Source: an optimization exercise on an open RTL-to-GDS flow (aim: small area, a short achievable clock period and few clock cycles per item). Production flows keep margins and buffers that such runs may drop.
No functional check of the RTL was part of any run shown here.
No activity file was given, so power comes from the tool's default toggle rates.

<file path="design/flow/constraint.sdc">
create_clock -name core_clock -period 10.0 [get_ports {clk}]
set_input_delay 2.0000 -clock core_clock [delete_from_list [all_inputs] [get_ports {clk}]]
set_output_delay 2.0000 -clock core_clock [all_outputs]
set_load 0.01 [all_outputs]
</file>
<file path="design/flow/run.sh">
#!/bin/bash
# synth_recipe.tcl (not shown) runs the flow's synth.tcl, then flattens the netlist and writes it again
# the make line also repeats each setting of config.mk as NAME=value (left out here)
make -C /OpenROAD-flow-scripts/flow DESIGN_CONFIG=/design/flow/config.mk WORK_HOME=/design/flow/orfs CLKGATE_MAP_FILE= SYNTH_SCRIPT=/design/flow/synth_recipe.tcl finish
</file>
<file path="design/flow/design.v">
module acc_correlator (
    input  wire        clk,
    input  wire        rst,              
    input  wire        cfg_valid,
    output wire        cfg_ready,
    input  wire [2:0]  cfg_op,
    input  wire [63:0] cfg_code,         
    input  wire [7:0]  cfg_len,
    input  wire [31:0] cfg_value,
    input  wire        cfg_detect_inv,
    input  wire        in_valid,
    output wire        in_ready,
    input  wire        in_bit,
    output wire        out_valid,
    output wire [2:0]  out_data,
    output wire        idle,
    output wire        configured,
    output wire        invert,
    output wire [5:0]  status,
    output wire        irq,
    output wire [15:0] bit_count,
    output wire [15:0] ambig_count,
    output wire [15:0] last_ambig_bit
);
    localparam [2:0] OP_RESET          = 3'd0;
    localparam [2:0] OP_CONFIG         = 3'd1;
    localparam [2:0] OP_SET_CODE       = 3'd2;
    localparam [2:0] OP_SET_THRESHOLD  = 3'd3;
    localparam [2:0] OP_SET_DETECT_INV = 3'd4;
    localparam [2:0] OP_CLEAR_STATUS   = 3'd5;
    localparam [2:0] OP_SET_IRQ_EN     = 3'd6;
    reg [63:0] data_reg;
    reg [63:0] flag_reg;
    reg [63:0] invert_reg;
    reg [63:0] code;             
    reg [6:0]  len;              
    reg [6:0]  thr;              
    reg        detect_inv;
    reg        invert_q;
    reg        configured_q;
    reg        full_q;           
    reg [15:0] bit_count_q;
    reg [15:0] ambig_count_q;
    reg [15:0] last_ambig_bit_q;
    reg        st_illegal, st_invalid, st_ambig;
    reg        ie_illegal, ie_invalid, ie_ambig;
    reg        irq_q;
    reg        in_rdy_q, cfg_rdy_q;
    reg        step_q;           
    reg        bit_q;
    reg        out_valid_q;
    reg [2:0]  out_data_q;
    reg        idle_q;
    localparam NG = 4;           
    reg [4:0]  grp [0:NG-1];
    wire bit_acc = in_valid & in_rdy_q;
    wire cmd_acc = cfg_valid & cfg_rdy_q;
    reg [63:0] mask;
    integer j;
    always @(*) begin
        for (j = 0; j < 64; j = j + 1)
            mask[j] = ({1'b0, len} > (7'd63 - j[6:0]));
    end
    wire       e0 = (data_reg[0] ^ code[0]) & mask[0];
    wire [6:0] wsum = {2'd0, grp[0]} + {2'd0, grp[1]} + {2'd0, grp[2]} + {2'd0, grp[3]} + {6'd0, e0};
    wire       m_n = (wsum <= thr);                               
    wire       m_i = ({1'b0, wsum} + {1'b0, thr} >= {1'b0, len});  
    wire match     = invert_q ? m_i : m_n;
    wire match_inv = detect_inv & (invert_q ? m_n : m_i);
    wire ambiguous = match & match_inv;
    wire invert_next = invert_q ? ~(match & ~match_inv) : (match_inv & ~match);
    wire [63:0] data_shift = step_q ? {data_reg[62:0], bit_q ^ invert_next} : data_reg;
    wire [63:0] leaf = (data_shift ^ code) & mask;
    reg  [4:0]  gsum [0:NG-1];
    integer g, k;
    always @(*) begin
        for (g = 0; g < NG; g = g + 1) begin
            gsum[g] = 5'd0;
            for (k = 1 + 16 * g; k < 17 + 16 * g && k < 64; k = k + 1)
                gsum[g] = gsum[g] + {4'd0, leaf[k]};
        end
    end
    wire len_ok    = (cfg_len <= 8'd64);
    wire c_reset   = cmd_acc & (cfg_op == OP_RESET);
    wire c_config  = cmd_acc & (cfg_op == OP_CONFIG) & len_ok;
    wire c_code    = cmd_acc & ((cfg_op == OP_CONFIG) | (cfg_op == OP_SET_CODE)) & len_ok;
    wire c_badlen  = cmd_acc & ((cfg_op == OP_CONFIG) | (cfg_op == OP_SET_CODE)) & ~len_ok;
    wire c_thr     = cmd_acc & ((cfg_op == OP_SET_THRESHOLD) | ((cfg_op == OP_CONFIG) & len_ok));
    wire c_det     = cmd_acc & ((cfg_op == OP_SET_DETECT_INV) | ((cfg_op == OP_CONFIG) & len_ok));
    wire c_clear   = cmd_acc & (cfg_op == OP_CLEAR_STATUS);
    wire c_irqen   = cmd_acc & (cfg_op == OP_SET_IRQ_EN);
    wire c_illegal = cmd_acc & (cfg_op == 3'd7);
    wire kill      = rst | c_reset;
    wire [6:0] thr_new = (|cfg_value[31:6]) ? 7'd64 : {1'b0, cfg_value[5:0]};
    wire configured_next = kill ? 1'b0 : (c_config ? 1'b1 : configured_q);
    wire in_rdy_next     = configured_next & ~(cfg_valid & in_rdy_q);
    wire full_now = full_q | bit_count_q[6];
    wire s_ill_n = ~kill & ((st_illegal & ~(c_clear & cfg_value[0])) | c_illegal);
    wire s_inv_n = ~kill & ((st_invalid & ~(c_clear & cfg_value[1])) | c_badlen);
    wire s_amb_n = ~kill & ((st_ambig | (step_q & ambiguous)) & ~(c_clear & cfg_value[5]));
    wire ie_ill_n = ~kill & (c_irqen ? cfg_value[0] : ie_illegal);
    wire ie_inv_n = ~kill & (c_irqen ? cfg_value[1] : ie_invalid);
    wire ie_amb_n = ~kill & (c_irqen ? cfg_value[5] : ie_ambig);
    always @(posedge clk) begin
        in_rdy_q     <= ~rst & in_rdy_next;
        cfg_rdy_q    <= rst | ~in_rdy_next;
        step_q       <= ~rst & bit_acc;
        bit_q        <= in_bit;
        out_valid_q  <= ~rst & step_q;
        out_data_q   <= {invert_reg[63], flag_reg[63], data_reg[63]} & {3{full_now}};
        idle_q       <= ~bit_acc & ~step_q;
        configured_q <= configured_next;
        st_illegal <= s_ill_n;
        st_invalid <= s_inv_n;
        st_ambig   <= s_amb_n;
        ie_illegal <= ie_ill_n;
        ie_invalid <= ie_inv_n;
        ie_ambig   <= ie_amb_n;
        irq_q      <= (s_ill_n & ie_ill_n) | (s_inv_n & ie_inv_n) | (s_amb_n & ie_amb_n);
        for (g = 0; g < NG; g = g + 1)
            grp[g] <= gsum[g];
        if (c_config)
            data_reg <= 64'd0;
        else
            data_reg <= data_shift;
        if (step_q) begin
            flag_reg   <= {flag_reg[62:0],   match | match_inv};
            invert_reg <= {invert_reg[62:0], match_inv};
        end
        if (kill | c_config) begin
            invert_q         <= 1'b0;
            bit_count_q      <= 16'd0;
            ambig_count_q    <= 16'd0;
            last_ambig_bit_q <= 16'd0;
        end else if (step_q) begin
            invert_q    <= invert_next;
            bit_count_q <= bit_count_q + 16'd1;
            if (ambiguous) begin
                ambig_count_q    <= ambig_count_q + 16'd1;
                last_ambig_bit_q <= bit_count_q;
            end
        end
        if (c_config)
            full_q <= 1'b0;
        else
            full_q <= full_now;
        if (c_code) begin
            code <= cfg_code;
            len  <= cfg_len[6:0];
        end
        if (c_thr)
            thr <= thr_new;
        if (c_det)
            detect_inv <= cfg_detect_inv;
    end
    assign cfg_ready      = cfg_rdy_q;
    assign in_ready       = in_rdy_q;
    assign out_valid      = out_valid_q;
    assign out_data       = out_data_q;
    assign idle           = idle_q;
    assign configured     = configured_q;
    assign invert         = invert_q;
    assign status         = {st_ambig, 3'b000, st_invalid, st_illegal};
    assign irq            = irq_q;
    assign bit_count      = bit_count_q;
    assign ambig_count    = ambig_count_q;
    assign last_ambig_bit = last_ambig_bit_q;
endmodule
</file>
<file path="design/flow/config.mk">
export PLATFORM = sky130hd
export DESIGN_NAME = acc_correlator
export DESIGN_NICKNAME = acc_correlator
export VERILOG_FILES = /design/flow/design.v
export SDC_FILE = /design/flow/constraint.sdc
export NUM_CORES = 4
export LEC_CHECK = 0
export CAP_MARGIN = 20
export CORE_MARGIN = 2
export CORE_UTILIZATION = 40
export SLEW_MARGIN = 20
</file>
==> results.tsv, run 1 <==
metric	value	unit
Psw	2.15	mW
sequential power share	0.293	
Nets	1626	
Clk pin slew, worst setup/hold paths	0.06	ns
vias per cell	4.80	
MaxCap Viol Count	0	
synthesized area	0.0154	mm²
status	complete, no violations	
1st-pass router iterations	5	
Congestion Overflow GR	0	
global route hottest layer	met2	
GPL Wtd Cong	0.834	
met2 usage	0.263	
area of the multi-input gates	0.00569	mm²
fraction of registers with async set/reset	0	
post-synthesis sequential area ratio	0.599	
most common cell after layout, fill and taps aside	edfxtp_1	
placed inst area	0.0177	mm²
number of global-route vias before repair	9596	
CTS Sinks	357	
Syn-to-layout area delta	23.3	%
Crit Path Class	reg -> reg	
worst skew pair latency	0.55	ns
# rows	71	
vias after detailed routing	9402	
die extent in y	200	µm
Max Buffers Root-to-Sink	3	
Die ar.	0.0401	mm²
CP endpoint kind	flop	
achievable clock frequency	0.174	GHz
Slew headroom	0.374	
period utilization	0.574	
Antenna Violating Nets Remaining	0	
Worst-Margin Slew	0.940	ns
sw frac	0.358	
initial antenna violation count	0	
area of the core	0.0378	mm²
crit path DAT	6.17	ns
PwrDens	317	mW/mm²
Top-Level Pins	177	
setup ws final	4.26	ns
total setup buffers inserted after CTS	0	
Design Area, Final	0.0190	mm²
combinational share of power	0.461	
worst endpoint required time	10.43	ns
layout cells sized above 1	0.0553	
grt met3 use	0.0314	
Pleak	6.79	nW
Post-Route Setup TNS	0	ns
die width	200	µm
Detailed Place HPWL	22.7	mm
Hold-fix buffers, CTS	0	
P_int	3.87	mW
Initial Utilization	0.408	
final hold slack	0.415	ns
final WL	32.1	mm
cells after synthesis	1236	
dominant register cell in the synthesized netlist	edfxtp_1	
pre-CTS setup slack	4.32	ns
average wire per standard cell	16.4	µm
first-pass GRT wire length	51.5	mm
CTS H-Tree Depth	2	
RSZ-0062 raised after global routing	false	
Max VDD drop	0.000334	V
most frequent cells in the layout	edfxtp_1, clkdlybuf4s50_1, nor2_1	
Final setup viols	0	
yosys warns	3	
Yosys cell types	59	
Clock power frac	0.246	
antenna fix cells	0	
fin. max-slew vios	0	
IO buf count	173	
Num CTS Buffers	39	
clk root buf	clkbuf_16	
FF/Latch Area	0.00922	mm²
CP startpoint kind	flop	
type of the worst min-delay path	reg -> reg	
Final min period	5.74	ns
drt first-iter violations	612	
Mean Syn Cell Area	12.5	µm²
GRT Total Usage	0.162	
CTS tree	built	
post-CTS sizing	0	
clock skew	0.0168	ns
M1 GR Usage	0.215	
Fin. Hold Viols	0	
number of synthesized flops with an enable pin	207	
largest net degree at the start of global routing	69	
drc violations	0	
fill cell count	3364	
CP max FO	26	
Synth Register Bits	357	
-- final timing paths --
check / startpoint / end / slack, ns / cells after the start
max: len[6]$_DFFE_PP_ / irq_q$_DFF_P_ / 4.26 / 22
min: invert_reg[31]$_DFFE_PP_ / invert_reg[32]$_DFFE_PP_ / 0.42 / 0
max reg2reg: len[6]$_DFFE_PP_ / irq_q$_DFF_P_ / 4.26 / 22
min reg2reg: invert_reg[31]$_DFFE_PP_ / invert_reg[32]$_DFFE_PP_ / 0.42 / 0
-- metrics by stage --
stage	total power, mW	utilization	cells
after floorplan	3.95	-	1238
after global placement	4.50	0.468	1885
after detailed placement	4.56	0.468	1885
after CTS	6.08	0.503	1957
after global routing	6.52	0.503	1957
final	6.02	0.503	1957
-- cell type report --
| class | instances | area share |
|---|---|---|
| Sequential cell | 357 | 0.486 |
| Multi-Input combinational cell | 755 | 0.299 |
| Timing Repair Buffer | 183 | 0.0952 |
| Clock buffer | 52 | 0.0567 |
| Tap cell | 511 | 0.0337 |
| Inverter | 79 | 0.0156 |
| Clock inverter | 20 | 0.0136 |
-- worst max-delay path, stage by stage (launching register included) --
cell and delay (ns):
edfxtp_1 0.79, nand2_1 0.14, fa_1 0.41, fa_1 0.43
inv_1 0.07, ha_1 0.17, inv_1 0.06, fa_1 0.39
xnor2_1 0.27, ha_1 0.30, inv_1 0.12, a21oi_1 0.11
nor3b_1 0.25, nor2_1 0.09, xor2_1 0.15, ha_1 0.31
o2111a_1 0.14, a221oi_2 0.48, a2111oi_4 0.14, buf_4 0.26
nor2_1 0.14, a211oi_2 0.06, a221o_1 0.32
-- cell usage after synthesis, drive strengths merged, types with 2 or more instances --
library cell    n  area, µm²
and4            3       26.3
nand3          18       95.1
clkbuf         31        116
o31ai           6       45.0
a311oi          2       17.5
a31o            2       26.3
a211o           2       17.5
o21a            5       37.5
a21oi          65        325
a31oi           3       18.8
edfxtp        207       6220
ha             47        588
fa             51       1020
nor2          156        586
o21ai          36        180
or3             4       25.0
nand2          74        278
nand3b          2       15.0
nor3            7       35.0
buf            16       97.6
nor4            8       50.1
xor2           66        578
and2           13       81.3
and3           12       75.1
o211ai          3       22.5
nand2b          2       12.5
inv            79        297
nand4          14       87.6
a21o            8       60.1
xnor2          44        385
mux2i          68        681
a211oi          5       55.1
dfxtp         150       3000
nor2b          12       75.1
-- routing by layer --
metal | up-vias | part of all wire
li1 | 4604 | -
met1 | 4480 | 0.45
met2 | 254 | 0.47
met3 | 64 | 0.053
met4 | 0 | 0.029
met5 | - | 0
-- power groups by stage --
stage	Sequential, mW	Clock (mW)	Combinational (mW)
floorplan	1.78	0	2.17
global placement	1.79	0	2.71
detailed placement	1.80	0	2.76
CTS	1.77	1.52	2.79
global route	1.78	1.58	3.16
finish	1.76	1.48	2.78
-- cells by family (layout without fill, tap and decap cells) --
group           Yosys count  after routing  synth area share
compound gates          147            147            0.0605
xor+xnor                110            110            0.0626
fa+ha+maj                98             98             0.104
buf+inv                 126            334            0.0332
flops                   357            357             0.599
mux                      68             68            0.0442
other cells               1              3          0.000244
simple gates            329            329            0.0962
==> run 2: changes to the inputs <==
--- a/design/flow/config.mk
+++ b/design/flow/config.mk
@@ -8,4 +8,6 @@
 export CAP_MARGIN = 20
 export CORE_MARGIN = 2
-export CORE_UTILIZATION = 40
+export CORE_UTILIZATION = 60
+export PLACE_DENSITY = 0.7
+export SETUP_SLACK_MARGIN = 5
 export SLEW_MARGIN = 20
==> results.tsv, run 2 <==
metric	value	unit	change
synthesized area	0.0154	mm²	unchanged
Hold-fix buffers, CTS	0		unchanged
# placed instances	1702		was 1885
Die ar.	0.0270	mm²	was 0.0401 mm²
Num CTS Buffers	37		was 39
Final setup viols	0		unchanged
CTS H-Tree Depth	2		unchanged
GRT Total Usage	0.245		was 0.162
vias per cell	5.43		was 4.80
initial antenna violation count	0		unchanged
Reg2Reg Depth	25		was 22
clock skew	0.0139	ns	was 0.0168 ns
worst endpoint required time	10.40	ns	was 10.43 ns
Psw	2.32	mW	was 2.15 mW
most common cell after layout, fill and taps aside	edfxtp_1		unchanged
Syn-to-layout area delta	24.8	%	was 23.3%
CP max FO	5		was 26
Top-Level Pins	177		unchanged
dominant register cell in the synthesized netlist	edfxtp_1		unchanged
area of the core	0.0252	mm²	was 0.0378 mm²
Nets	1650		was 1626
Detailed Place HPWL	20.9	mm	was 22.7 mm
Clk pin slew, worst setup/hold paths	0.06	ns	about the same
Mean Syn Cell Area	12.5	µm²	unchanged
most frequent cells in the layout	edfxtp_1, clkdlybuf4s50_1, nor2_1		unchanged
min-delay src	invert_reg[4]$_DFFE_PP_		was invert_reg[31]$_DFFE_PP_
Max VDD drop	0.000330	V	was 0.000334 V
post-synthesis sequential area ratio	0.599		unchanged
period utilization	0.485		was 0.574
CP endpoint kind	flop		unchanged
Fin. Hold Viols	0		unchanged
PwrDens	331	mW/mm²	was 317 mW/mm²
GPL Wtd Cong	0.889		was 0.834
Max Buffers Root-to-Sink	3		unchanged
layout cells sized above 1	0.110		was 0.0553
achievable clock frequency	0.206	GHz	was 0.174 GHz
sequential power share	0.279		was 0.293
Antenna Violating Nets Remaining	0		unchanged
cells after synthesis	1236		unchanged
count leader, synth	edfxtp_1		unchanged
type of the worst min-delay path	reg -> reg		unchanged
first-pass GRT wire length	51.2	mm	was 51.5 mm
drc violations	0		unchanged
crit path DAT	5.25	ns	was 6.17 ns
CP startpoint kind	flop		unchanged
# rows	58		was 71
Core Util, Final	0.763		was 0.503
Hold Path Depth	0		unchanged
Hold Path End	invert_reg[5]$_DFFE_PP_		was invert_reg[32]$_DFFE_PP_
Final min period	4.85	ns	was 5.74 ns
Yosys cell types	59		unchanged
sw frac	0.363		was 0.358
antenna fix cells	0		unchanged
Power Total	6.37	mW	was 6.02 mW
Slowest Stage Delay on Critical Path	0.44	ns	was 0.79 ns
Post-synth top cells	edfxtp_1, nor2_1, dfxtp_1		unchanged
Congestion Overflow GR	0		unchanged
r2r startpoint	code[0]$_DFFE_PP_		was len[6]$_DFFE_PP_
critical path's slowest cell	a2111oi_4		was edfxtp_1
RSZ-0062 raised after global routing	true		was false
worst skew pair latency	0.53	ns	was 0.55 ns
largest net degree at the start of global routing	83		was 69
1st-pass router iterations	5		unchanged
CTS Sinks	357		unchanged
vias after detailed routing	9756		was 9402
Worst-Margin Slew	1.01	ns	was 0.940 ns
post-synth top area share	0.404		unchanged
Pleak	6.98	nW	was 6.79 nW
largest area contributor in the netlist	edfxtp_1		unchanged
number of synthesized flops with an enable pin	207		unchanged
status	complete, no violations		unchanged
Post-Route Setup TNS	0	ns	unchanged
CTS tree	built		unchanged
fin. max-slew vios	0		unchanged
R2R Setup Slk	5.15	ns	was 4.26 ns
final WL	32.6	mm	was 32.1 mm
IO buf count	173		unchanged
ranking of synthesized cells by area	edfxtp_1, dfxtp_1, fa_1		unchanged
die extent in y	164	µm	was 200 µm
Post-Layout Cell Count	1798		was 1957
yosys warns	3		unchanged
drt first-iter violations	695		was 612
P_int	4.05	mW	was 3.87 mW
Clock power frac	0.220		was 0.246
clk root buf	clkbuf_16		unchanged
final hold slack	0.415	ns	about the same
fraction of registers with async set/reset	0		unchanged
die width	164	µm	was 200 µm
number of global-route vias before repair	9872		was 9596
MaxCap Viol Count	0		unchanged
combinational share of power	0.501		was 0.461
fill cell count	1644		was 3364
average wire per standard cell	18.1	µm	was 16.4 µm
worst reg2reg path endpoint	ambig_count_q[5]$_SDFFE_PP0P_		was irq_q$_DFF_P_
Synth Register Bits	357		unchanged
Crit Path Class	reg -> reg		unchanged
Initial Utilization	0.611		was 0.408
Slew headroom	0.326		was 0.374
[run 2: cell counts after synthesis]
No cell type changed its count.
[run 2: critical path, delay by kind of cell (launching register included)]
family	cells	cell delay, ns
adder cells (fa/ha/maj)	6	1.89
AO/OA/AOI/OAI	5	0.95
buffers and inverters	7	0.74
XOR/XNOR	4	0.61
flip-flops	1	0.37
AND/OR/NAND/NOR	3	0.17
[run 2: cell families (layout without fill, tap and decap cells)]
logic type,count (synthesis),after routing,synth area share
other cells,1,3,0.000244
buf+inv,126,356,0.0332
fa+ha+maj,98,98,0.104
xor+xnor,110,110,0.0626
compound gates,147,147,0.0605
simple gates,329,329,0.0962
mux,68,68,0.0442
flops,357,357,0.599
[run 2: power by group through the flow]
stage | Clock, mW | Combinational [mW] | Sequential [mW]
after CTS | 1.42 | 3.11 | 1.78
after global routing | 1.47 | 3.63 | 1.79
after detailed placement | 0 | 2.81 | 1.81
after global placement | 0 | 2.74 | 1.81
final | 1.40 | 3.19 | 1.78
after floorplan | 0 | 2.25 | 1.78
[run 2: routing by layer]
layer | up-vias | wire length (µm) | global-route usage
met5 | - | 0 | 0
met4 | 0 | 818 | 0.0742
met3 | 69 | 2660 | 0.0664
met2 | 378 | 14700 | 0.379
met1 | 4657 | 14400 | 0.339
li1 | 4652 | - | -
[run 2: area by class of cell]
cell class / instances / area, µm² / area share
timing repair buffer: 209 / 2120 / 0.110
multi-input combinational: 755 / 5910 / 0.308
tap: 330 / 413 / 0.0215
clock buffer: 51 / 1030 / 0.0536
sequential: 357 / 9220 / 0.480
inverter: 79 / 300 / 0.0156
clock inverter: 17 / 219 / 0.0114
[run 2: what timing repair did]
item / 4_1_cts / 5_1_grt
setup endpoints to repair: 53 / 50
gates cloned: 2 / 2
gates resized for setup: 33 / 23
buffers inserted: 17 / 7
pin swaps: 19 / 16
[run 2: worst max path at each step]
stage                                 start                                to  slack [ns]  cells after the start
after CTS                 code[0]$_DFFE_PP_     ambig_count_q[4]$_SDFFE_PP0P_        4.99                     24
after global routing      code[0]$_DFFE_PP_    ambig_count_q[10]$_SDFFE_PP0P_        4.85                     25
after detailed placement   len[6]$_DFFE_PP_  last_ambig_bit_q[7]$_SDFFE_PP0P_        4.28                     21
final                     code[0]$_DFFE_PP_     ambig_count_q[5]$_SDFFE_PP0P_        5.15                     25
after global placement       step_q$_DFF_P_                 grp[3][2]$_DFF_P_        4.36                     12
after floorplan              step_q$_DFF_P_                 grp[3][2]$_DFF_P_        4.60                     13
[run 2: metrics by stage]
stage / area [µm²] / setup WS [ns]
2_1_floorplan: 15600 / 4.60
3_3_place_gp: 17500 / 4.36
3_5_place_dp: 17500 / 4.28
4_1_cts: 19000 / 4.99
5_1_grt: 19200 / 4.85
6_report: 19200 / 5.15
==> run 3: changes to the inputs <==
--- a/design/flow/design.v
+++ b/design/flow/design.v
@@ -46,4 +46,7 @@
     reg        ie_illegal, ie_invalid, ie_ambig;
     reg        irq_q;
+    reg [6:0]  lt;               
+    reg        step_d;           
+    reg        amb_d;
     reg        in_rdy_q, cfg_rdy_q;
     reg        step_q;           
@@ -65,5 +68,5 @@
     wire [6:0] wsum = {2'd0, grp[0]} + {2'd0, grp[1]} + {2'd0, grp[2]} + {2'd0, grp[3]} + {6'd0, e0};
     wire       m_n = (wsum <= thr);                               
-    wire       m_i = ({1'b0, wsum} + {1'b0, thr} >= {1'b0, len});  
+    wire       m_i = (wsum >= lt);                                
     wire match     = invert_q ? m_i : m_n;
     wire match_inv = detect_inv & (invert_q ? m_n : m_i);
@@ -94,9 +97,10 @@
     wire [6:0] thr_new = (|cfg_value[31:6]) ? 7'd64 : {1'b0, cfg_value[5:0]};
     wire configured_next = kill ? 1'b0 : (c_config ? 1'b1 : configured_q);
-    wire in_rdy_next     = configured_next & ~(cfg_valid & in_rdy_q);
-    wire full_now = full_q | bit_count_q[6];
+    wire in_rdy_next     = configured_next & ~(cfg_valid & ~cmd_acc);
+    wire cfg_rdy_next    = ~in_rdy_next & ~bit_acc;
+    wire full_now = full_q | bit_count_q[6] | (step_d & (&bit_count_q[5:0]));
     wire s_ill_n = ~kill & ((st_illegal & ~(c_clear & cfg_value[0])) | c_illegal);
     wire s_inv_n = ~kill & ((st_invalid & ~(c_clear & cfg_value[1])) | c_badlen);
-    wire s_amb_n = ~kill & ((st_ambig | (step_q & ambiguous)) & ~(c_clear & cfg_value[5]));
+    wire s_amb_n = ~kill & ((st_ambig | amb_d) & ~(c_clear & cfg_value[5]));
     wire ie_ill_n = ~kill & (c_irqen ? cfg_value[0] : ie_illegal);
     wire ie_inv_n = ~kill & (c_irqen ? cfg_value[1] : ie_invalid);
@@ -104,5 +108,5 @@
     always @(posedge clk) begin
         in_rdy_q     <= ~rst & in_rdy_next;
-        cfg_rdy_q    <= rst | ~in_rdy_next;
+        cfg_rdy_q    <= rst | cfg_rdy_next;
         step_q       <= ~rst & bit_acc;
         bit_q        <= in_bit;
@@ -128,17 +132,22 @@
             invert_reg <= {invert_reg[62:0], match_inv};
         end
+        if (kill | c_config)
+            invert_q <= 1'b0;
+        else if (step_q)
+            invert_q <= invert_next;
+        step_d <= ~rst & step_q;
+        amb_d  <= ~rst & step_q & ambiguous;
         if (kill | c_config) begin
-            invert_q         <= 1'b0;
             bit_count_q      <= 16'd0;
             ambig_count_q    <= 16'd0;
             last_ambig_bit_q <= 16'd0;
-        end else if (step_q) begin
-            invert_q    <= invert_next;
+        end else if (step_d) begin
             bit_count_q <= bit_count_q + 16'd1;
-            if (ambiguous) begin
+            if (amb_d) begin
                 ambig_count_q    <= ambig_count_q + 16'd1;
                 last_ambig_bit_q <= bit_count_q;
             end
         end
+        lt <= (thr >= len) ? 7'd0 : len - thr;
         if (c_config)
             full_q <= 1'b0;
==> design/flow/flow/run.sh (new file) <==
#!/bin/bash
set -euo pipefail
bash standard.sh SETUP_SLACK_MARGIN=7 TNS_END_PERCENT=100 finish > flow_standard.log 2>&1
==> design/flow/standard.sh (new file) <==
#!/bin/bash
# synth_recipe.tcl (not shown) runs the flow's synth.tcl, then flattens the netlist and writes it again
# the make line also repeats each setting of config.mk as NAME=value (left out here)
make -C /OpenROAD-flow-scripts/flow DESIGN_CONFIG=/design/flow/config.mk WORK_HOME=/design/flow/orfs CLKGATE_MAP_FILE= SYNTH_SCRIPT=/design/flow/synth_recipe.tcl "${@:-finish}"
removed: design/flow/run.sh
==> results.tsv, run 3 <==
metric	value	unit	change
CTS H-Tree Depth	2		unchanged
Hold Path End	invert_reg[34]$_DFFE_PP_		was invert_reg[5]$_DFFE_PP_
CP max FO	6		was 5
Post-Route Setup TNS	0	ns	unchanged
clk root buf	clkbuf_16		unchanged
Post-synth top cells	edfxtp_1, dfxtp_1, nor2_1		was edfxtp_1, nor2_1, dfxtp_1
average wire per standard cell	22.5	µm	was 18.1 µm
Synth Register Bits	365		was 357
met2 usage	0.519		was 0.379
R2R Setup Slk	5.53	ns	was 5.15 ns
Mean Syn Cell Area	12.3	µm²	was 12.5 µm²
clock skew	0.0326	ns	was 0.0139 ns
status	complete, no violations		unchanged
Cell Chain, Critical Path	buf_4, nand2_4, inv_2, nand3_1, nand2b_1, a21oi_2, nor2_1, fa_1, fa_1, inv_1, fa_1, fa_1, inv_1, ha_1, a21o_1, a21oi_2, xnor2_1		
Clk pin slew, worst setup/hold paths	0.08	ns	was 0.06 ns
Top-Level Pins	177		unchanged
GPL Wtd Cong	0.931		was 0.889
Detailed Place HPWL	21.1	mm	was 20.9 mm
Pleak	8.38	nW	was 6.98 nW
dominant register cell in the synthesized netlist	edfxtp_1		unchanged
pre-CTS setup slack	4.45	ns	was 4.28 ns
worst skew pair latency	0.55	ns	was 0.53 ns
Max Buffers Root-to-Sink	3		unchanged
area of the core	0.0258	mm²	was 0.0252 mm²
Post-Layout Cell Count	1977		was 1798
M1 GR Usage	0.369		was 0.339
CP startpoint kind	flop		unchanged
ranking of synthesized cells by area	edfxtp_1, dfxtp_1, fa_1		unchanged
Hold Path Depth	0		unchanged
Slew headroom	0.462		was 0.326
CP endpoint kind	flop		unchanged
IO buf count	173		unchanged
most frequent CP cell	fa_1		
initial antenna violation count	2		was 0
fin. max-slew vios	0		unchanged
most frequent cells in the layout	edfxtp_1, clkdlybuf4s50_1, dfxtp_1		was edfxtp_1, clkdlybuf4s50_1, nor2_1
CTS Sinks	365		was 357
critical path's slowest cell	fa_1		was a2111oi_4
post-synth top area share	0.398		was 0.404
layout cells sized above 1	0.347		was 0.110
largest net degree at the start of global routing	94		was 83
synthesized area	0.0156	mm²	was 0.0154 mm²
Fin. Hold Viols	0		unchanged
vias after detailed routing	11300		was 9756
largest area contributor in the netlist	edfxtp_1		unchanged
# rows	59		was 58
CTS tree	built		unchanged
Yosys cell types	53		was 59
Nets	1821		was 1650
GRT Total Usage	0.301		was 0.245
number of global-route vias before repair	11200		was 9872
yosys warns	3		unchanged
# placed instances	1738		was 1702
Final setup viols	0		unchanged
worst reg2reg path endpoint	grp[1][3]$_DFF_P_		was ambig_count_q[5]$_SDFFE_PP0P_
type of the worst min-delay path	reg -> reg		unchanged
Final min period	4.47	ns	was 4.85 ns
Worst-Margin Slew	0.800	ns	was 1.01 ns
final WL	44.5	mm	was 32.6 mm
fraction of registers with async set/reset	0		unchanged
Crit Path Class	reg -> reg		unchanged
Syn-to-layout area delta	42.0	%	was 24.8%
Reg2Reg Depth	17		was 25
MaxCap Viol Count	0		unchanged
worst endpoint required time	10.48	ns	was 10.40 ns
most common cell after layout, fill and taps aside	edfxtp_1		unchanged
r2r startpoint	len[2]$_DFFE_PP_		was code[0]$_DFFE_PP_
number of synthesized flops with an enable pin	207		unchanged
min-delay src	invert_reg[33]$_DFFE_PP_		was invert_reg[4]$_DFFE_PP_
cells after synthesis	1266		was 1236
count leader, synth	edfxtp_1		unchanged
period utilization	0.447		was 0.485
Max VDD drop	0.000213	V	was 0.000330 V
achievable clock frequency	0.224	GHz	was 0.206 GHz
Num CTS Buffers	38		was 37
Antenna Violating Nets Remaining	0		unchanged
Die ar.	0.0273	mm²	was 0.0270 mm²
Congestion Overflow GR	0		unchanged
die width	165	µm	was 164 µm
crit path DAT	4.95	ns	was 5.25 ns
die extent in y	165	µm	was 164 µm
Core Util, Final	0.860		was 0.763
PwrDens	286	mW/mm²	was 331 mW/mm²
grt met3 use	0.0554		was 0.0664
global route hottest layer	met2		unchanged
Slowest Stage Delay on Critical Path	0.57	ns	was 0.44 ns
RSZ-0062 raised after global routing	true		unchanged
vias per cell	5.72		was 5.43
final hold slack	0.399	ns	was 0.415 ns
drt first-iter violations	1053		was 695
1st-pass router iterations	5		unchanged
first-pass GRT wire length	61.4	mm	was 51.2 mm
post-synthesis sequential area ratio	0.601		was 0.599
Initial Utilization	0.606		was 0.611
drc violations	0		unchanged
setup ws final	5.53	ns	was 5.15 ns
-- run 3: per-stage QoR --
step	area (µm²)	power, mW
after floorplan	16000	3.74
after global placement	17800	4.18
after detailed placement	17800	4.28
after CTS	21100	5.73
after global routing	22200	6.72
final	22200	6.33
-- run 3: critical path: cells and delay by family (launching register included) --
family,cells,cell delay [ns]
adder cells (fa/ha/maj),5,2.27
AO/OA/AOI/OAI,3,0.62
AND/OR/NAND/NOR,4,0.54
buffers and inverters,4,0.44
flip-flops,1,0.38
XOR/XNOR,1,0.15
-- run 3: worst max-delay path by stage --
stage	startpoint	endpoint	slack [ns]	depth (start not counted)
after global routing	len[2]$_DFFE_PP_	grp[1][3]$_DFF_P_	5.43	17
after floorplan	step_q$_DFF_P_	grp[3][2]$_DFF_P_	4.81	14
after global placement	step_q$_DFF_P_	grp[1][4]$_DFF_P_	4.56	14
after CTS	len[6]$_DFFE_PP_	grp[3][2]$_DFF_P_	5.72	13
after detailed placement	step_q$_DFF_P_	grp[1][4]$_DFF_P_	4.45	14
final	len[2]$_DFFE_PP_	grp[1][3]$_DFF_P_	5.53	17
-- run 3: where the power goes --
part	internal, mW	switching (mW)	total, mW
sequential	1.74	0.0935	1.83
combinational	1.46	1.68	3.15
clock	0.756	0.598	1.35
-- run 3: cell families (layout without fill, tap and decap cells) --
kind of cell	after synthesis	in the layout	share of synthesized area
flip-flops	365	365	0.601
AND/OR/NAND/NOR	357	364	0.104
AO/OA/AOI/OAI	145	145	0.0552
buffers and inverters	131	497	0.0359
XOR/XNOR	102	102	0.0573
adder cells (fa/ha/maj)	97	97	0.102
multiplexers	68	68	0.0436
other	1	4	0.000240
-- run 3: what timing repair did --
item | CTS | global route
hold buffers | 0 | 0
endpoints found under the setup margin | 374 | 275
pin swaps | 36 | 45
buffers inserted | 110 | 27
resized for setup | 523 | 191
gates cloned | 29 | 2
-- run 3: final cells by class --
cell class                      instances  area [µm²]
Clock buffer                           48        1020
Multi-Input combinational cell        779        6850
Fill cell                            1190        3600
Tap cell                              335         419
Inverter                               86         327
Sequential cell                       365        9490
Clock inverter                         22         163
Timing Repair Buffer                  341        3900
Antenna cell                            1        2.50
-- run 3: per-layer routing --
layer | routed length (µm) | share of wire
met3 | 3480 | 0.078
met4 | 2850 | 0.064
met1 | 16500 | 0.37
met2 | 21700 | 0.49
met5 | 0 | 0
==> run 4: changes to the inputs <==
==> design/flow/run.sh (new file) <==
#!/bin/bash
# synth_recipe.tcl (not shown) runs the flow's synth.tcl, then flattens the netlist and writes it again
# the make line also repeats each setting of config.mk as NAME=value (left out here)
make -C /OpenROAD-flow-scripts/flow DESIGN_CONFIG=/design/flow/config.mk WORK_HOME=/design/flow/orfs CLKGATE_MAP_FILE= SYNTH_SCRIPT=/design/flow/synth_recipe.tcl finish
removed: design/flow/flow/run.sh
removed: design/flow/standard.sh
==> results.tsv, run 4 <==
metric	value	unit	change
Top-Level Pins	177		unchanged
RSZ-0062 raised after global routing	true		unchanged
clock skew	0.0141	ns	was 0.0326 ns
1st-pass router iterations	5		unchanged
count leader, synth	edfxtp_1		unchanged
beginning of the critical path	len[6]$_DFFE_PP_		was len[2]$_DFFE_PP_
die extent in y	165	µm	unchanged
antenna fix cells	0		was 1
initial antenna violation count	0		was 2
Fin. Hold Viols	0		unchanged
vias after detailed routing	9707		was 11.3k
Mean Syn Cell Area	12.3	µm²	unchanged
cells after synthesis	1266		unchanged
fill cell count	1785		was 1190
period utilization	0.485		was 0.447
Post-synth top cells	edfxtp_1, dfxtp_1, nor2_1		unchanged
Yosys cell types	53		unchanged
CTS H-Tree Depth	2		unchanged
CTS tree	built		unchanged
CP startpoint kind	flop		unchanged
type of the worst min-delay path	reg -> reg		unchanged
PwrDens	291	mW/mm²	was 286 mW/mm²
R2R Setup Slk	5.15	ns	was 5.53 ns
# rows	59		unchanged
Die ar.	0.0273	mm²	unchanged
r2r startpoint	len[6]$_DFFE_PP_		was len[2]$_DFFE_PP_
post-synth top area share	0.398		unchanged
final WL	31.7	mm	was 44.5 mm
crit path DAT	5.25	ns	was 4.95 ns
die width	165	µm	unchanged
pre-CTS setup slack	4.35	ns	was 4.45 ns
status	complete, no violations		unchanged
number of global-route vias before repair	9644		was 11.2k
post-synthesis sequential area ratio	0.601		unchanged
largest net degree at the start of global routing	97		was 94
setup ws final	5.15	ns	was 5.53 ns
Congestion Overflow GR	0		unchanged
yosys warns	3		unchanged
achievable clock frequency	0.206	GHz	was 0.224 GHz
worst endpoint required time	10.40	ns	was 10.48 ns
most frequent cells in the layout	edfxtp_1, clkdlybuf4s50_1, dfxtp_1		unchanged
synthesized area	0.0156	mm²	unchanged
dominant register cell in the synthesized netlist	edfxtp_1		unchanged
drc violations	0		unchanged
Max VDD drop	0.000247	V	was 0.000213 V
Antenna Violating Nets Remaining	0		unchanged
Detailed Place HPWL	21.3	mm	was 21.1 mm
IO buf count	173		unchanged
ranking of synthesized cells by area	edfxtp_1, dfxtp_1, fa_1		unchanged
area of the multi-input gates	0.00573	mm²	was 0.00685 mm²
GPL Wtd Cong	0.884		was 0.931
Syn-to-layout area delta	21.9	%	was 42.0%
most common cell after layout, fill and taps aside	edfxtp_1		unchanged
Nets	1666		was 1821
worst reg2reg path endpoint	grp[3][2]$_DFF_P_		was grp[1][3]$_DFF_P_
Initial Utilization	0.606		unchanged
first-pass GRT wire length	49.0	mm	was 61.4 mm
GRT Total Usage	0.233		was 0.301
FF/Latch Area	0.00938	mm²	was 0.00949 mm²
fraction of registers with async set/reset	0		unchanged
CTS Sinks	365		unchanged
Max Buffers Root-to-Sink	3		unchanged
layout cells sized above 1	0.0620		was 0.347
CP max FO	33		was 6
Worst-Margin Slew	0.929	ns	was 0.800 ns
Clk pin slew, worst setup/hold paths	0.07	ns	was 0.08 ns
Synth Register Bits	365		unchanged
MaxCap Viol Count	0		unchanged
vias per cell	5.34		was 5.72
largest area contributor in the netlist	edfxtp_1		unchanged
Hold-fix buffers, CTS	0		unchanged
Reg2Reg Depth	13		was 17
number of synthesized flops with an enable pin	207		unchanged
clk root buf	clkbuf_16		unchanged
fin. max-slew vios	0		unchanged
drt first-iter violations	710		was 1053
worst skew pair latency	0.53	ns	was 0.55 ns
Final min period	4.85	ns	was 4.47 ns
Num CTS Buffers	37		was 38
Post-Route Setup TNS	0	ns	unchanged
Pleak	6.99	nW	was 8.38 nW
Slew headroom	0.380		was 0.462
area of the core	0.0258	mm²	unchanged
Crit Path Class	reg -> reg		unchanged
Final setup viols	0		unchanged
Worst Setup EP	grp[3][2]$_DFF_P_		was grp[1][3]$_DFF_P_
CP endpoint kind	flop		unchanged
average wire per standard cell	17.4	µm	was 22.5 µm
## run 4: cell counts after synthesis
Identical to the previous run, type by type.
## run 4: power breakdown
group	internal, mW	leakage [nW]	switching (mW)
Clock	0.832	0.594	0.559
Combinational	1.09	3.31	1.24
Sequential	1.74	3.09	0.0701
## run 4: critical path: stages, from the launching register on
cell	delay, ns
edfxtp_1	0.36
buf_4	0.26
or2_2	0.41
nor2_2	0.22
nand2_1	0.18
o21ai_0	0.23
fa_1	0.47
fa_1	0.48
fa_1	0.55
inv_1	0.06
fa_1	0.50
fa_1	0.47
fa_1	0.39
xor2_1	0.17
## run 4: kinds of logic after synthesis
kind of cell	count (synthesis)	share of synthesized area
adder cells (fa/ha/maj)	97	0.102
flip-flops	365	0.601
XOR/XNOR	102	0.0573
AND/OR/NAND/NOR	357	0.104
other	1	0.000240
AO/OA/AOI/OAI	145	0.0552
buffers and inverters	131	0.0359
multiplexers	68	0.0436
## run 4: worst min path at each step
| stage | cells after the start | slack [ns] | from | end |
|---|---|---|---|---|
| floorplan | 0 | 0.40 | flag_reg[9]$_DFFE_PP_ | flag_reg[10]$_DFFE_PP_ |
| global placement | 0 | 0.40 | invert_reg[26]$_DFFE_PP_ | invert_reg[27]$_DFFE_PP_ |
| detailed placement | 0 | 0.40 | flag_reg[14]$_DFFE_PP_ | flag_reg[15]$_DFFE_PP_ |
| CTS | 0 | 0.42 | invert_reg[39]$_DFFE_PP_ | invert_reg[40]$_DFFE_PP_ |
| global route | 0 | 0.43 | flag_reg[43]$_DFFE_PP_ | flag_reg[44]$_DFFE_PP_ |
| finish | 0 | 0.42 | flag_reg[19]$_DFFE_PP_ | flag_reg[20]$_DFFE_PP_ |
## run 4: what timing repair did
| item | in CTS | in global routing |
|---|---|---|
| setup endpoints to repair | 14 | 14 |
| pin swaps | 0 | 0 |
| setup buffers | 9 | 5 |
| gates resized for setup | 4 | 3 |
## run 4: layer usage
| metal | part of all wire | up-vias | track usage |
|---|---|---|---|
| met5 | 0 | - | 0 |
| met2 | 0.49 | 254 | 0.389 |
| met3 | 0.054 | 69 | 0.0392 |
| met4 | 0.031 | 0 | 0.0818 |
| met1 | 0.43 | 4657 | 0.310 |
| li1 | - | 4727 | - |
## run 4: area by class of cell
cell class                 count  area share
clock buffer                  47      0.0518
clock inverter                19      0.0129
inverter                      86      0.0170
multi-input combinational    772       0.301
sequential                   365       0.493
tap                          335      0.0220
timing repair buffer         194       0.102
## run 4: stage by stage
step	cell area [µm²]	instances	util	hold WS, ns	power [mW]
3_3_place_gp	17600	1738	0.684	0.402	4.07
6_report	19000	1818	0.738	0.416	5.53
5_1_grt	19000	1818	0.738	0.426	6.00
4_1_cts	19000	1813	0.736	0.420	5.58
2_1_floorplan	15700	1268	-	0.400	3.64
3_5_place_dp	17600	1738	0.684	0.405	4.18
==> run 5: changes to the inputs <==
--- a/design/flow/config.mk
+++ b/design/flow/config.mk
@@ -9,4 +9,5 @@
 export CORE_MARGIN = 2
 export CORE_UTILIZATION = 60
+export CTS_BUF_LIST = sky130_fd_sc_hd__clkbuf_4 sky130_fd_sc_hd__clkbuf_8
 export PLACE_DENSITY = 0.7
 export SETUP_SLACK_MARGIN = 5
==> results.tsv, run 5 <==
metric	value	unit	change
Post-synth top cells	edfxtp_1, dfxtp_1, nor2_1		unchanged
fraction of registers with async set/reset	0		unchanged
drc violations	0		unchanged
Final setup viols	0		unchanged
achievable clock frequency	0.207	GHz	was 0.206 GHz
number of synthesized flops with an enable pin	207		unchanged
CTS H-Tree Depth	2		unchanged
initial antenna violation count	0		unchanged
Max Buffers Root-to-Sink	3		unchanged
Power Total	5.44	mW	was 5.53 mW
P_int	3.56	mW	was 3.66 mW
pre-CTS setup slack	4.35	ns	unchanged
CTS Sinks	365		unchanged
Syn-to-layout area delta	22.1	%	was 21.9%
worst skew pair latency	0.61	ns	was 0.53 ns
Antenna Violating Nets Remaining	0		unchanged
Hold-fix buffers, CTS	0		unchanged
Fin. Hold Viols	0		unchanged
CP startpoint kind	flop		unchanged
combinational share of power	0.427		was 0.421
Max VDD drop	0.000254	V	was 0.000247 V
area of the core	0.0258	mm²	unchanged
setup ws final	5.18	ns	was 5.15 ns
Synth Register Bits	365		unchanged
1st-pass router iterations	5		unchanged
PwrDens	285	mW/mm²	was 291 mW/mm²
CTS tree	built		unchanged
status	complete, no violations		unchanged
largest area contributor in the netlist	edfxtp_1		unchanged
Die ar.	0.0273	mm²	unchanged
final hold slack	0.413	ns	was 0.416 ns
layout cells sized above 1	0.0924		was 0.0620
worst endpoint required time	10.49	ns	was 10.40 ns
Detailed Place HPWL	21.3	mm	unchanged
Worst-Margin Slew	0.943	ns	was 0.929 ns
vias after detailed routing	9791		was 9707
final WL	31.2	mm	was 31.7 mm
Congestion Overflow GR	0		unchanged
vias per cell	5.26		was 5.34
CP max FO	33		unchanged
post-synth top area share	0.398		unchanged
synthesized area	0.0156	mm²	unchanged
dominant register cell in the synthesized netlist	edfxtp_1		unchanged
fill cell count	1789		was 1785
Nets	1687		was 1666
post-synthesis sequential area ratio	0.601		unchanged
cells after synthesis	1266		unchanged
fin. max-slew vios	0		unchanged
clock skew	0.0232	ns	was 0.0141 ns
type of the worst min-delay path	reg -> reg		unchanged
die extent in y	165	µm	unchanged
ranking of synthesized cells by area	edfxtp_1, dfxtp_1, fa_1		unchanged
period utilization	0.482		was 0.485
Num CTS Buffers	57		was 37
RSZ-0062 raised after global routing	true		unchanged
number of global-route vias before repair	9733		was 9644
Crit Path Class	reg -> reg		unchanged
sw frac	0.346		was 0.338
GRT Total Usage	0.230		was 0.233
Post-Route Setup TNS	0	ns	unchanged
Psw	1.88	mW	was 1.87 mW
die width	165	µm	unchanged
Clk pin slew, worst setup/hold paths	0.06	ns	was 0.07 ns
clk root buf	clkbuf_8		was clkbuf_16
most frequent cells in the layout	edfxtp_1, clkdlybuf4s50_1, dfxtp_1		unchanged
antenna fix cells	0		unchanged
first-pass GRT wire length	48.7	mm	was 49.0 mm
Initial Utilization	0.606		unchanged
MaxCap Viol Count	0		unchanged
GPL Wtd Cong	0.884		unchanged
Mean Syn Cell Area	12.3	µm²	unchanged
drt first-iter violations	641		was 710
crit path DAT	5.32	ns	was 5.25 ns
Final min period	4.82	ns	was 4.85 ns
IO buf count	173		unchanged
Slew headroom	0.371		was 0.380
Yosys cell types	53		unchanged
average wire per standard cell	16.8	µm	was 17.4 µm
Clock power frac	0.240		was 0.252
# rows	59		unchanged
most common cell after layout, fill and taps aside	edfxtp_1		unchanged
Core Util, Final	0.739		was 0.738
Pleak	7.06	nW	was 6.99 nW
Top-Level Pins	177		unchanged
CP endpoint kind	flop		unchanged
count leader, synth	edfxtp_1		unchanged
largest net degree at the start of global routing	97		unchanged
sequential power share	0.333		was 0.327
yosys warns	3		unchanged
## run 5: power groups by stage
stage          combinational (mW)  sequential (mW)  clock [mW]
3_3_place_gp                 2.22             1.84           0
6_report                     2.32             1.81        1.30
2_1_floorplan                1.83             1.82           0
5_1_grt                      2.70             1.82        1.40
3_5_place_dp                 2.33             1.84           0
4_1_cts                      2.34             1.81        1.34
## run 5: logic make-up after synthesis
family | count (synthesis) | synth area share
multiplexers | 68 | 0.0436
AO/OA/AOI/OAI | 145 | 0.0552
flip-flops | 365 | 0.601
buffers and inverters | 131 | 0.0359
other | 1 | 0.000240
XOR/XNOR | 102 | 0.0573
adder cells (fa/ha/maj) | 97 | 0.102
AND/OR/NAND/NOR | 357 | 0.104
## run 5: metrics by stage
stage               cell area, µm²  cells
global route                 19000   1861
detailed placement           17600   1738
floorplan                    15700   1268
CTS                          18900   1850
finish                       19000   1861
global placement             17600   1738
## run 5: final timing paths
| kind | from | to | slack [ns] | cells past startpoint |
|---|---|---|---|---|
| hold reg to reg | flag_reg[0]$_DFFE_PP_ | flag_reg[1]$_DFFE_PP_ | 0.41 | 0 |
| setup / recovery | len[6]$_DFFE_PP_ | grp[3][2]$_DFF_P_ | 5.18 | 13 |
| setup reg to reg | len[6]$_DFFE_PP_ | grp[3][2]$_DFF_P_ | 5.18 | 13 |
| hold / removal | flag_reg[0]$_DFFE_PP_ | flag_reg[1]$_DFFE_PP_ | 0.41 | 0 |
## run 5: final cells by class
type,instances,area (µm²),area share
Clock inverter,25,203,0.0106
Tap cell,335,419,0.0220
Timing Repair Buffer,195,1950,0.103
Sequential cell,365,9380,0.493
Multi-Input combinational cell,772,5730,0.301
Inverter,86,323,0.0169
Clock buffer,83,1040,0.0544
## run 5: per-layer routing
| metal | routed length (µm) | up-vias | track usage |
|---|---|---|---|
| met3 | 1670 | 75 | 0.0440 |
| met1 | 13700 | 4681 | 0.309 |
| met2 | 14900 | 257 | 0.377 |
| met4 | 914 | 0 | 0.0834 |
| li1 | - | 4778 | - |
| met5 | 0 | - | 0 |
## run 5: timing repair
action | CTS | global route
setup endpoints to repair | 14 | 14
buffers inserted | 4 | 11
pin swaps | 0 | 0
resized for setup | 3 | 7
## run 5: critical path, cell delays in order, from the launching register on
cell and delay, ns:
edfxtp_1 0.37, buf_4 0.26, or2_2 0.41, nor2_2 0.22
nand2_1 0.19, o21ai_1 0.19, fa_1 0.46, fa_1 0.48
fa_1 0.55, inv_1 0.05, fa_1 0.50, fa_1 0.47
fa_1 0.39, xor2_1 0.17
==> run 6: changes to the inputs <==
==> design/flow/flow/run.sh (new file) <==
#!/bin/bash
# Standard layout; every port still gets its own buffer, but a plain buf_1
# instead of the default delay buffer.
set -euo pipefail
bash standard.sh "BUFFER_PORTS_ARGS=-buffer_cell sky130_fd_sc_hd__buf_1" finish > flow_standard.log 2>&1
==> design/flow/standard.sh (new file) <==
#!/bin/bash
# synth_recipe.tcl (not shown) runs the flow's synth.tcl, then flattens the netlist and writes it again
# the make line also repeats each setting of config.mk as NAME=value (left out here)
make -C /OpenROAD-flow-scripts/flow DESIGN_CONFIG=/design/flow/config.mk WORK_HOME=/design/flow/orfs CLKGATE_MAP_FILE= SYNTH_SCRIPT=/design/flow/synth_recipe.tcl "${@:-finish}"
--- a/design/flow/config.mk
+++ b/design/flow/config.mk
@@ -9,5 +9,4 @@
 export CORE_MARGIN = 2
 export CORE_UTILIZATION = 60
-export CTS_BUF_LIST = sky130_fd_sc_hd__clkbuf_4 sky130_fd_sc_hd__clkbuf_8
 export PLACE_DENSITY = 0.7
 export SETUP_SLACK_MARGIN = 5
removed: design/flow/run.sh
==> results.tsv, run 6 <==
metric	value	unit	change
number of synthesized flops with an enable pin	207		unchanged
fraction of registers with async set/reset	0		unchanged
status	complete, no violations		unchanged
count leader, synth	edfxtp_1		unchanged
final WL	30.2	mm	was 31.2 mm
Final min period	4.83	ns	was 4.82 ns
# rows	59		unchanged
MaxCap Viol Count	0		unchanged
Congestion Overflow GR	0		unchanged
GPL Wtd Cong	0.881		was 0.884
1st-pass router iterations	5		unchanged
number of global-route vias before repair	9481		was 9733
Final setup viols	0		unchanged
Synth Register Bits	365		unchanged
Post-synth top cells	edfxtp_1, dfxtp_1, nor2_1		unchanged
synthesized area	0.0156	mm²	unchanged
die width	165	µm	unchanged
PwrDens	306	mW/mm²	was 285 mW/mm²
FF/Latch Area	0.00938	mm²	unchanged
Max Buffers Root-to-Sink	3		unchanged
largest net degree at the start of global routing	75		was 97
largest area contributor in the netlist	edfxtp_1		unchanged
worst skew pair latency	0.53	ns	was 0.61 ns
CTS H-Tree Depth	2		unchanged
Antenna Violating Nets Remaining	0		unchanged
Top-Level Pins	177		unchanged
most frequent cells in the layout	edfxtp_1, buf_1, dfxtp_1		was edfxtp_1, clkdlybuf4s50_1, dfxtp_1
post-synth top area share	0.398		unchanged
vias after detailed routing	9633		was 9791
Design Area, Final	0.0180	mm²	was 0.0190 mm²
type of the worst min-delay path	reg -> reg		unchanged
crit path DAT	5.26	ns	was 5.32 ns
Mean Syn Cell Area	12.3	µm²	unchanged
final hold slack	0.408	ns	was 0.413 ns
Crit Path Class	reg -> reg		unchanged
Slew headroom	0.394		was 0.371
RSZ-0062 raised after global routing	true		unchanged
ranking of synthesized cells by area	edfxtp_1, dfxtp_1, fa_1		unchanged
Post-Layout Cell Count	1824		was 1861
GRT Total Usage	0.226		was 0.230
period utilization	0.483		was 0.482
dominant register cell in the synthesized netlist	edfxtp_1		unchanged
Post-Route Setup TNS	0	ns	unchanged
Synth Area in Compound Gates	0.0552		unchanged
Clk pin slew, worst setup/hold paths	0.06	ns	about the same
Fin. Hold Viols	0		unchanged
area of the core	0.0258	mm²	unchanged
Worst-Margin Slew	0.909	ns	was 0.943 ns
Nets	1668		was 1687
cells after synthesis	1266		unchanged
first-pass GRT wire length	47.9	mm	was 48.7 mm
Yosys cell types	53		unchanged
Core Util, Final	0.697		was 0.739
post-synthesis sequential area ratio	0.601		unchanged
Initial Utilization	0.606		unchanged
adder-cell share of the synthesized area	0.102		unchanged
die extent in y	165	µm	unchanged
CTS Sinks	365		unchanged
# placed instances	1737		was 1738
worst endpoint required time	10.43	ns	was 10.49 ns
CP max FO	14		was 33
most common cell after layout, fill and taps aside	edfxtp_1		unchanged
yosys warns	3		unchanged
layout cells sized above 1	0.0632		was 0.0924
drc violations	0		unchanged
clock skew	0.0103	ns	was 0.0232 ns
Power Total	5.50	mW	was 5.44 mW
Pleak	6.56	nW	was 7.06 nW
initial antenna violation count	1		was 0
CTS tree	built		unchanged
placed inst area	0.0165	mm²	was 0.0176 mm²
area of the multi-input gates	0.00572	mm²	was 0.00573 mm²
clk root buf	clkbuf_16		was clkbuf_8
Die ar.	0.0273	mm²	unchanged
setup ws final	5.17	ns	was 5.18 ns
CP endpoint kind	flop		unchanged
Synth Area in Simple Gates	0.104		unchanged
mux contribution to synthesized area	0.0436		unchanged
Max VDD drop	0.000254	V	about the same
drt first-iter violations	679		was 641
pre-CTS setup slack	4.23	ns	was 4.35 ns
main combinational cell family by area after synthesis	simple AND/OR/NAND/NOR gates		unchanged
CP startpoint kind	flop		unchanged
achievable clock frequency	0.207	GHz	about the same
fill cell count	1891		was 1789
Hold-fix buffers, CTS	0		unchanged
Num CTS Buffers	38		was 57
Detailed Place HPWL	20.2	mm	was 21.3 mm
vias per cell	5.28		was 5.26
XOR/XNOR share of the synthesized area	0.0573		unchanged
fin. max-slew vios	0		unchanged
IO buf count	173		unchanged
Syn-to-layout area delta	15.1	%	was 22.1%
average wire per standard cell	16.6	µm	was 16.8 µm
==> run 6: cell counts after synthesis <==
Identical to the previous run, type by type.
==> run 6: final cells by class <==
type / instances / share of cell area
inverters: 86 / 0.0180
well taps: 335 / 0.0233
clock buffers: 51 / 0.0591
multi-input cells: 772 / 0.318
clock inverters: 19 / 0.0107
diodes: 1 / 0.000139
flip-flops and latches: 365 / 0.523
repair buffers: 195 / 0.0477
==> run 6: critical path, cell delays in order, from the launching register on <==
cell	delay, ns
edfxtp_1	0.70
nand2_1	0.26
nor4_1	0.60
nor3_1	0.17
fa_1	0.57
inv_1	0.05
fa_1	0.46
fa_1	0.54
inv_1	0.06
fa_1	0.55
ha_1	0.17
inv_1	0.06
fa_2	0.51
inv_1	0.04
==> run 6: timing repair <==
action / CTS / global route
endpoints found under the hold margin: 0 / 0
setup endpoints to repair: 17 / 14
resized for setup: 4 / 0
buffers inserted: 9 / 7
==> run 6: power by group <==
group | internal [mW] | leakage, nW | switching, mW
Clock | 0.827 | 0.606 | 0.561
Sequential | 1.74 | 3.09 | 0.0699
Combinational | 1.06 | 2.86 | 1.25
==> run 6: kinds of logic (layout without fill, tap and decap cells) <==
group                      Yosys count  count (layout)
AOI/OAI and AO/OA                  145             145
xor gates and xnor gates           102             102
adders and majority gates           97              97
buffers and inverters              131             351
DFF                                365             365
muxes                               68              68
other                                1               4
and+or+nand+nor                    357             357
==> run 6: final timing paths <==
path	start	end	slack, ns	depth (start not counted)
max	len[4]$_DFFE_PP_	grp[0][1]$_DFF_P_	5.17	13
min	flag_reg[22]$_DFFE_PP_	flag_reg[23]$_DFFE_PP_	0.41	0
min reg2reg	flag_reg[22]$_DFFE_PP_	flag_reg[23]$_DFFE_PP_	0.41	0
max reg2reg	len[4]$_DFFE_PP_	grp[0][1]$_DFF_P_	5.17	13
==> run 6: layer usage <==
metal,track usage,wire [µm],vias up
li1,-,-,4716
met1,0.304,13000,4592
met2,0.373,14700,266
met3,0.0390,1670,59
met4,0.0834,835,0
met5,0,0,-
==> run 7: changes to the inputs <==
--- a/design/flow/design.v
+++ b/design/flow/design.v
@@ -46,5 +46,5 @@
     reg        ie_illegal, ie_invalid, ie_ambig;
     reg        irq_q;
-    reg [6:0]  lt;               
+    reg [7:0]  nlt;              
     reg        step_d;           
     reg        amb_d;
@@ -55,18 +55,30 @@
     reg [2:0]  out_data_q;
     reg        idle_q;
-    localparam NG = 4;           
-    reg [4:0]  grp [0:NG-1];
+    localparam NG = 6;
+    reg [3:0]  grp [0:NG-1];
     wire bit_acc = in_valid & in_rdy_q;
     wire cmd_acc = cfg_valid & cfg_rdy_q;
+    reg [7:0]  hi_gt;            
+    reg [8:0]  hi_eq;            
+    reg [6:0]  lo_gt;            
     reg [63:0] mask;
     integer j;
     always @(*) begin
+        for (j = 0; j < 9; j = j + 1) begin
+            if (j < 8) hi_gt[j] = (len[6:3] > j[3:0]);
+            hi_eq[j] = (len[6:3] == j[3:0]);
+            if (j < 7) lo_gt[j] = (len[2:0] > j[2:0]);
+        end
         for (j = 0; j < 64; j = j + 1)
-            mask[j] = ({1'b0, len} > (7'd63 - j[6:0]));
+            mask[j] = hi_gt[(63 - j) >> 3] |
+                      (hi_eq[(63 - j) >> 3] & (((63 - j) & 7) == 7 ? 1'b0 : lo_gt[(63 - j) & 7]));
     end
     wire       e0 = (data_reg[0] ^ code[0]) & mask[0];
-    wire [6:0] wsum = {2'd0, grp[0]} + {2'd0, grp[1]} + {2'd0, grp[2]} + {2'd0, grp[3]} + {6'd0, e0};
-    wire       m_n = (wsum <= thr);                               
-    wire       m_i = (wsum >= lt);                                
+    wire [7:0] gsum8 = {4'd0, grp[0]} + {4'd0, grp[1]} + {4'd0, grp[2]} +
+                       {4'd0, grp[3]} + {4'd0, grp[4]} + {4'd0, grp[5]};
+    wire [7:0] t_n = gsum8 + {7'd0, e0} + {1'b1, ~thr};
+    wire [7:0] t_i = gsum8 + {7'd0, e0} + nlt;
+    wire       m_n = t_n[7];                                      
+    wire       m_i = ~t_i[7];                                     
     wire match     = invert_q ? m_i : m_n;
     wire match_inv = detect_inv & (invert_q ? m_n : m_i);
@@ -75,11 +87,14 @@
     wire [63:0] data_shift = step_q ? {data_reg[62:0], bit_q ^ invert_next} : data_reg;
     wire [63:0] leaf = (data_shift ^ code) & mask;
-    reg  [4:0]  gsum [0:NG-1];
-    integer g, k;
+    reg  [3:0]  gsum [0:NG-1];
+    integer g, k, lo, hi;
     always @(*) begin
         for (g = 0; g < NG; g = g + 1) begin
-            gsum[g] = 5'd0;
-            for (k = 1 + 16 * g; k < 17 + 16 * g && k < 64; k = k + 1)
-                gsum[g] = gsum[g] + {4'd0, leaf[k]};
+            lo = (g < 3) ? 1 + 11 * g : 34 + 10 * (g - 3);
+            hi = (g < 3) ? 11 + 11 * g : 43 + 10 * (g - 3);
+            gsum[g] = 4'd0;
+            for (k = 1; k < 64; k = k + 1)
+                if (k >= lo && k <= hi)
+                    gsum[g] = gsum[g] + {3'd0, leaf[k]};
         end
     end
@@ -149,5 +164,5 @@
             end
         end
-        lt <= (thr >= len) ? 7'd0 : len - thr;
+        nlt <= (thr >= len) ? 8'd0 : {1'b0, thr} - {1'b0, len};
         if (c_config)
             full_q <= 1'b0;
==> design/flow/run.sh (new file) <==
#!/bin/bash
# synth_recipe.tcl (not shown) runs the flow's synth.tcl, then flattens the netlist and writes it again
# the make line also repeats each setting of config.mk as NAME=value (left out here)
make -C /OpenROAD-flow-scripts/flow DESIGN_CONFIG=/design/flow/config.mk WORK_HOME=/design/flow/orfs CLKGATE_MAP_FILE= SYNTH_SCRIPT=/design/flow/synth_recipe.tcl finish
--- a/design/flow/config.mk
+++ b/design/flow/config.mk
@@ -9,4 +9,5 @@
 export CORE_MARGIN = 2
 export CORE_UTILIZATION = 60
+export CTS_BUF_LIST = sky130_fd_sc_hd__clkbuf_4 sky130_fd_sc_hd__clkbuf_8
 export PLACE_DENSITY = 0.7
 export SETUP_SLACK_MARGIN = 5
removed: design/flow/flow/run.sh
removed: design/flow/standard.sh
==> results.tsv, run 7 <==
metric	value	unit	change
crit path DAT	5.27	ns	was 5.26 ns
clock skew	0.0231	ns	was 0.0103 ns
met3 routed WL	1.67	mm	about the same
1st-pass router iterations	5		unchanged
Final min period	4.72	ns	was 4.83 ns
dominant register cell in the synthesized netlist	edfxtp_1		unchanged
average wire per standard cell	16.8	µm	was 16.6 µm
Detailed Place HPWL	21.1	mm	was 20.2 mm
CTS H-Tree Depth	2		unchanged
antenna fix cells	0		was 1
largest area contributor in the netlist	edfxtp_1		unchanged
vias per cell	5.28		about the same
die extent in y	164	µm	was 165 µm
drc violations	0		unchanged
GPL Wtd Cong	0.936		was 0.881
Reg2Reg Depth	16		was 13
Clk pin slew, worst setup/hold paths	0.06	ns	about the same
Top-Level Pins	177		unchanged
CP Depth	16		was 13
# rows	58		was 59
Clock power frac	0.227		was 0.252
PwrDens	305	mW/mm²	was 306 mW/mm²
Num CTS Buffers	56		was 38
Max VDD drop	0.000329	V	was 0.000254 V
vias after detailed routing	9395		was 9633
most frequent CP cell	fa_1		
Cell Chain, Critical Path	xnor2_2, nor2_1, fa_1, fa_1, fa_1, ha_1, fa_1, xor2_2, ha_1, a21oi_1, nor2_1, a2111oi_4, xnor2_2, o32a_1, a2111oi_2, a211o_1		was nand2_1, nor4_1, nor3_1, fa_1, inv_1, fa_1, fa_1, inv_1, fa_1, ha_1, inv_1, fa_2, inv_1
Slowest Stage Delay on Critical Path	0.45	ns	was 0.70 ns
count leader, synth	edfxtp_1		unchanged
critical path's slowest cell	fa_1		was edfxtp_1
worst endpoint required time	10.55	ns	was 10.43 ns
CP max FO	5		was 14
first-pass GRT wire length	47.0	mm	was 47.9 mm
status	complete, no violations		unchanged
type of the worst min-delay path	reg -> reg		unchanged
Nets	1605		was 1668
GRT Total Usage	0.226		about the same
most common cell after layout, fill and taps aside	edfxtp_1		unchanged
layout cells sized above 1	0.0870		was 0.0632
sequential power share	0.324		was 0.329
fin. max-slew vios	0		unchanged
top sig layer	met4		unchanged
RSZ-0062 raised after global routing	false		was true
Crit Path Class	reg -> reg		unchanged
Congestion Overflow GR	0		unchanged
Fin. Hold Viols	0		unchanged
Post-synth top cells	edfxtp_1, dfxtp_1, nor2_1		unchanged
buffer and inverter count on the worst path	0		was 4
initial antenna violation count	0		was 1
Met2 Routed Length	14.6	mm	was 14.7 mm
most frequent cells in the layout	edfxtp_1, clkdlybuf4s50_1, dfxtp_1		was edfxtp_1, buf_1, dfxtp_1
CTS Sinks	371		was 365
Pleak	6.66	nW	was 6.56 nW
worst skew pair latency	0.60	ns	was 0.53 ns
Syn-to-layout area delta	21.9	%	was 15.1%
period utilization	0.472		was 0.483
Psw	1.99	mW	was 1.88 mW
final WL	29.8	mm	was 30.2 mm
cells after synthesis	1197		was 1266
largest net degree at the start of global routing	72		was 75
CP endpoint kind	flop		unchanged
IO buf count	173		unchanged
sw frac	0.350		was 0.341
Hold-fix buffers, CTS	0		unchanged
die width	164	µm	was 165 µm
Worst-Margin Slew	0.934	ns	was 0.909 ns
number of global-route vias before repair	9265		was 9481
yosys warns	3		unchanged
Post-Route M1 WL	12.7	mm	was 13.0 mm
cell family with most CP delay	adder cells		unchanged
post-synthesis sequential area ratio	0.621		was 0.601
number of synthesized flops with an enable pin	207		unchanged
synthesized area	0.0153	mm²	was 0.0156 mm²
CP startpoint kind	flop		unchanged
Synth Register Bits	371		was 365
Die ar.	0.0268	mm²	was 0.0273 mm²
Slew headroom	0.378		was 0.394
Post-Route Setup TNS	0	ns	unchanged
fraction of registers with async set/reset	0		unchanged
P_int	3.70	mW	was 3.62 mW
MaxCap Viol Count	0		unchanged
Mean Syn Cell Area	12.8	µm²	was 12.3 µm²
Hold Path Depth	0		unchanged
Antenna Violating Nets Remaining	0		unchanged
clk root buf	clkbuf_8		was clkbuf_16
Final setup viols	0		unchanged
Initial Utilization	0.609		was 0.606
CTS tree	built		unchanged
Yosys cell types	49		was 53
post-synth top area share	0.407		was 0.398
ranking of synthesized cells by area	edfxtp_1, dfxtp_1, fa_1		unchanged
achievable clock frequency	0.212	GHz	was 0.207 GHz
area of the core	0.0251	mm²	was 0.0258 mm²
Max Buffers Root-to-Sink	3		unchanged
placed inst area	0.0173	mm²	was 0.0165 mm²
combinational share of power	0.449		was 0.419
drt first-iter violations	613		was 679
Design Area, Final	0.0186	mm²	was 0.0180 mm²
[run 7: cell types whose count changed after synthesis, sizes merged, moves of 12 or more]
cell	previous run	this run
inv	86	53
nand2	84	102
xnor2	45	63
xor2	57	43
ha	46	33
a21oi	67	55
[run 7: power groups by stage]
stage	clock (mW)	combinational, mW	sequential [mW]
6_report	1.29	2.56	1.84
5_1_grt	1.40	2.94	1.86
4_1_cts	1.33	2.53	1.84
3_5_place_dp	0	2.51	1.87
3_3_place_gp	0	2.39	1.87
2_1_floorplan	0	1.94	1.85
[run 7: layer usage]
layer	vias up	track usage
met5	-	0
met4	0	0.0809
met3	55	0.0404
met2	272	0.377
met1	4540	0.298
li1	4528	-
[run 7: worst paths after layout]
check | slack (ns) | from | endpoint
setup / recovery | 5.28 | code[0]$_DFFE_PP_ | flop
hold / removal | 0.42 | invert_reg[30]$_DFFE_PP_ | invert_reg[31]$_DFFE_PP_
setup reg to reg | 5.28 | code[0]$_DFFE_PP_ | flop
hold reg to reg | 0.42 | invert_reg[30]$_DFFE_PP_ | invert_reg[31]$_DFFE_PP_
[run 7: metrics by stage]
stage | setup WS [ns] | power, mW | utilization | cells | hold slack, ns
after floorplan | 4.95 | 3.80 | - | 1199 | 0.400
after global placement | 4.98 | 4.27 | 0.691 | 1670 | 0.401
after detailed placement | 4.84 | 4.39 | 0.691 | 1670 | 0.405
after CTS | 5.14 | 5.70 | 0.739 | 1776 | 0.419
after global routing | 5.01 | 6.19 | 0.742 | 1779 | 0.426
final | 5.28 | 5.69 | 0.742 | 1779 | 0.419
[run 7: layout make-up]
class	instances	area, µm²
multi-input combinational	733	5450
clock inverter	13	109
sequential	371	9500
clock buffer	92	1110
timing repair buffer	186	1850
fill	1703	6470
tap	330	413
inverter	54	205
[run 7: timing repair]
action | 4_1_cts | 5_1_grt
setup endpoints to repair | 2 | 2
setup buffers | 1 | 2
pin swaps | 0 | 2
gates resized for setup | 1 | 4
[run 7: kinds of logic after synthesis]
family	Yosys count	synth area share
flops	371	0.621
simple gates	337	0.0955
compound gates	129	0.0508
xor+xnor	106	0.0607
buf+inv	95	0.0251
fa+ha+maj	90	0.102
mux	68	0.0445
other cells	1	0.000245

afterwards: timing with drivers on the ports:
No port has a modelled driver above. Below, the same layouts with a new extraction and two added sets of constraints. Step 1 sets driving cells, clkbuf_16 on the clock port and buf_2 on the other inputs (assumed; they add their load-dependent delay and slew). Step 2, shift: input delay + t, output delay - t, t = (earliest + latest rising clock arrival at the registers) / 2. This alone moves slack from input paths to output paths. Three values: ideal ports, drivers, drivers and shift; two values: the first two.
run | shift t [ns] | slack for setup (ns)
run 1 | 0.593 | 4.263 / 4.263 / 4.263
run 2 | 0.570 | 5.147 / 5.147 / 5.147
run 3 | 0.594 | 5.529 / 5.529 / 5.529
run 4 | 0.565 | 5.146 / 5.146 / 4.965
run 5 | 0.644 | 5.175 / 5.175 / 4.960
run 6 | 0.573 | 5.167 / 5.167 / 5.167
run 7 | 0.635 | 5.277 / 5.277 / 5.277
After both steps setup and hold are still met in every run listed.
